This is an optimization exercise on Yosys and OpenROAD, whose aim is small area, not a production implementation.
Only simulation tests tie the RTL to the original design; equivalence was not proved.
No driver is modelled on the clock port, so clocking that relies on it looks cheaper here than on a real chip.
Power figures rest on the tool's default switching activity, not on a simulated workload.

==> flow/design.v (excerpt) <==
module hdu_top (
    input  wire        clk,
    input  wire        rst,         
    input  wire        in_valid,
    output reg         in_ready,
    input  wire [31:0] in_cmd,
    input  wire [31:0] in_opa,
    input  wire [31:0] in_opb,
    output reg         out_valid,
    output wire [31:0] out_result,
    output wire [31:0] out_status
);
export LEC_CHECK = 0
export CAP_MARGIN = 20
export CORE_MARGIN = 2
export CORE_UTILIZATION = 40
export GPL_TIMING_DRIVEN = 0
export SLEW_MARGIN = 20
create_clock -name core_clock -period 44.0 [get_ports {clk}]
standard.sh (not shown) runs the stock make flow with config.mk's settings and CLKGATE_MAP_FILE= SYNTH_SCRIPT=/design/flow/synth_recipe.tcl, a recipe that flattens the netlist after the stock synthesis.
==> flow/flow/run.sh <==
#!/bin/bash
# Layout flow: the standard ORFS flow, with
#  - synthesis: the standard synthesis script, but with no adder cells and an
#    area-oriented abc step (flow/abc_area.tcl, several seeds in parallel);
#    registers are unchanged;
#  - buf_1 port buffers, synthesis buffers removed, a small clock tree
#    (flow/post_cts.tcl).
set -euo pipefail
W=$PWD
export FLOW_WORK=$W
export ABC_SEEDS="$(seq -s " " 1 32)"
export ABC_JOBS=${NUM_CORES:-4}
{ head -n 1 synth_recipe.tcl
  cat flow/abc_area.tcl
  tail -n +2 synth_recipe.tcl; } > flow_synth.tcl
export BUFFER_PORTS_ARGS="-buffer_cell sky130_fd_sc_hd__buf_1"
export REMOVE_ABC_BUFFERS=1
export SKIP_REPAIR_TIE_FANOUT=1
export CTS_ARGS="-sink_clustering_enable -repair_clock_nets -buf_list {sky130_fd_sc_hd__clkbuf_8} -dont_use_dummy_load"
# after CTS, each clock buffer is downsized while the clock-pin slew stays low
export POST_CTS_TCL=$W/flow/post_cts.tcl
export CLOCK_BUF_CELLS="sky130_fd_sc_hd__clkbuf_2 sky130_fd_sc_hd__clkbuf_4 sky130_fd_sc_hd__clkbuf_8"
export CLOCK_SLEW_LIMIT=0.110
bash standard.sh SYNTH_SCRIPT=$W/flow_synth.tcl ADDER_MAP_FILE= > make_flow.log 2>&1
Other scripts of this flow, unchanged in this note and not shown: flow/flow/abc_area.tcl, flow/flow/area.abc.in, flow/flow/post_cts.tcl
Next try:
--- a/flow/design.v
+++ b/flow/design.v
@@ -36,14 +36,22 @@
     reg [2:0]  pi;            
     reg [3:0]  best;          
     reg [3:0]  bidx;          
     wire [4:0] j      = js ^ 5'b01111;
     wire       jfirst = js == 5'b00000;
     wire       jlast  = js == 5'b10000;
-    wire       jpen   = js == 5'b01000;      
     wire [4:0] js_nx  = {js[3:0], js[4] ^ js[2] ^ (js[3:0] == 4'd0)};
+    function [31:0] chip_of;
+        input       m;
+        input [3:0] s;
+        begin
+            if (!m) chip_of = s[0] ? E_B1 : E_B0;
+            else    chip_of = ({E_OQ, E_OQ} >> {s[2:0], 2'b00}) & 32'h7fffffff
+                              ^ (s[3] ? 32'h7fffffff : 32'd0);
+        end
+    endfunction
     wire tm  = tag & cfg_mod;
     wire tq0 = tm & ~val[1];
     wire tq1 = tm &  val[1];
     wire tb0 = tag & ~cfg_mod & ~val[0];
     wire tb1 = tag & ~cfg_mod &  val[0];
     wire rq_0011 = ((val[2] & ~val[0]) | (val[2] & val[0])) ^ val[3];
@@ -125,23 +133,14 @@
     wire [3:0] op     = in_cmd[3:0];
     wire       rsv_ok = ~|in_cmd[31:4];
     wire       is_hd  = rsv_ok && op == 4'h1;
     wire       is_cfg = rsv_ok && op == 4'h2;
     wire       is_enc = rsv_ok && op == 4'h3;
     wire       is_dec = rsv_ok && op == 4'h4;
-    wire       cbit   = cfg_mod ? E_OQ[{j[4:2] + pi, j[1:0]}]
-                                : (pi[0] ? E_B1[j] : E_B0[j]);
-    wire       oa     = in_opa[j];
-    wire       ob     = in_opb[j];
-    wire       x      = oa ^ (is_hd ? ob : cbit);
-    wire       chk_run = in_valid && (is_cfg || is_enc);
-    wire       a_lim4  = is_enc && cfg_mod;
-    wire       a_in    = oa && (a_lim4 ? (|j[4:2]) : (|j));
-    wire       b_in    = ob && (in_opa[0] ? ((|j[4:3]) || (j[2] && j[1])) : (|j[4:2]));
-    wire       fa     = best[0] | a_in;      
-    wire       fb     = best[1] | b_in;
+    wire       fa     = best[0];
+    wire       fb     = best[1];
     wire       illegal  = !(is_hd | is_cfg | is_enc | is_dec);
     wire       not_cfgd = (is_enc | is_dec) && !cfg_valid;
     reg  [2:0] code;
     always @* begin
         code = 3'd0;
         if (illegal)                                 code = 3'd1;
@@ -150,15 +149,24 @@
                                                      code = 3'd3;
         else if (not_cfgd)                           code = 3'd4;
         else if (is_enc && fa)                       code = 3'd5;
     end
     wire       live   = !fault && code == 3'd0;    
     wire       go     = in_valid & ~in_ready;      
-    wire       accept = in_valid & in_ready;       
-    wire       hd_run  = in_valid && !fault && is_hd;
-    wire       dec_run = in_valid && !fault && is_dec && cfg_valid;
+    wire       accept = in_valid & in_ready;
+    wire       cbit   = cfg_mod ? E_OQ[{j[4:2] + pi, j[1:0]}]
+                                : (pi[0] ? E_B1[j] : E_B0[j]);
+    wire       oa     = in_opa[j];
+    wire       ob     = in_opb[j];
+    wire       x      = oa ^ (is_hd ? ob : cbit);
+    wire       chk_run = go && (is_cfg || is_enc);
+    wire       a_lim4  = is_enc && cfg_mod;
+    wire       a_in    = oa && (a_lim4 ? (|j[4:2]) : (|j));
+    wire       b_in    = ob && (in_opa[0] ? ((|j[4:3]) || (j[2] && j[1])) : (|j[4:2]));
+    wire       hd_run  = go && !fault && is_hd;
+    wire       dec_run = go && !fault && is_dec && cfg_valid;
     wire       dec_beg = dec_run && jfirst && pi == 3'd0;
     wire       thr_big = cfg_thresh[5] | cfg_thresh[4];
     wire       h       = val[4];
     wire [3:0] dd      = val[3:0] ^ {4{h}};
     wire       cin     = hit ? (h | ~bidx[3]) : (in_opa[31] & ~thr_big);
     wire       better  = ({1'b0, dd} + {4'd0, cin}) <= {1'b0, best};
@@ -194,13 +202,13 @@
                 pi <= 3'd0;
             end else if (go) begin
                 js <= js_nx;
                 if (jlast)
                     pi <= pi + 3'd1;
             end
-            if (go && (quick || (jpen && pi == lastp)))
+            if (go && (quick || (jlast && pi == lastp)))
                 in_ready <= 1'b1;
             if (accept)
                 in_ready <= 1'b0;
             if (hd_run || (dec_run && !jlast))
                 val <= (jfirst ? 6'd0 : val) + {5'd0, x};
             if (dec_beg)
@@ -210,13 +218,13 @@
             if (hd_run)
                 hit <= 1'b0;
             if (accept) begin
                 if (!fault && code != 3'd0)
                     cause <= code;
                 if (live && is_dec)
-                    val <= {2'b00, upd ? {h, pi} : bidx};
+                    val <= {2'b00, bidx};
                 if (live && is_cfg) begin
                     cfg_valid  <= 1'b1;
                     cfg_mod    <= in_opa[0];
                     cfg_thresh <= in_opb[5:0];
                     val        <= 6'd0;
                     hit        <= 1'b0;
- via count fell by 1.7%
- total power rose by 0.91%
- global-route usage fell by 2.0 points
- combinational power stays flat
- clock-buffer cell count stays the same
- wire length fell by 5.5%
- first-iteration DRC count rose by 24%
- die area fell by 1.3%
- setup slack improved by 0.84 ns
- critical path depth fell by 8
- flip-flop and latch count is unchanged
- sequential share of layout area rose by 0.30 points

==> port drivers added, routing unchanged <==
In the flow no input, the clock included, has a driving cell. The finished layouts below were timed again as built, in two steps.
Step 1 sets driving cells, clkbuf_16 on the clock port and buf_2 on the other inputs (assumed; they add their load-dependent delay and slew).
Step 2 also shifts input and output timing later by t, the mid clock arrival at the registers, as if the neighbouring blocks saw the same clock.
Three values: no drivers, after step 1, after step 2; two values: the first two.
run | shift t [ns] | setup slack, ns | slew at the worst register clock pin (ns)
the first run | 0.391 | 31.736 / 31.742 / 31.352 | 0.11 / 0.11
the second run | 0.392 | 32.577 / 32.577 / 32.185 | 0.11 / 0.11
After both steps every run listed still meets setup and hold. For the second run, which loses most, drivers alone change the setup slack by 0.000 ns; drivers and shift together by -0.392 ns.
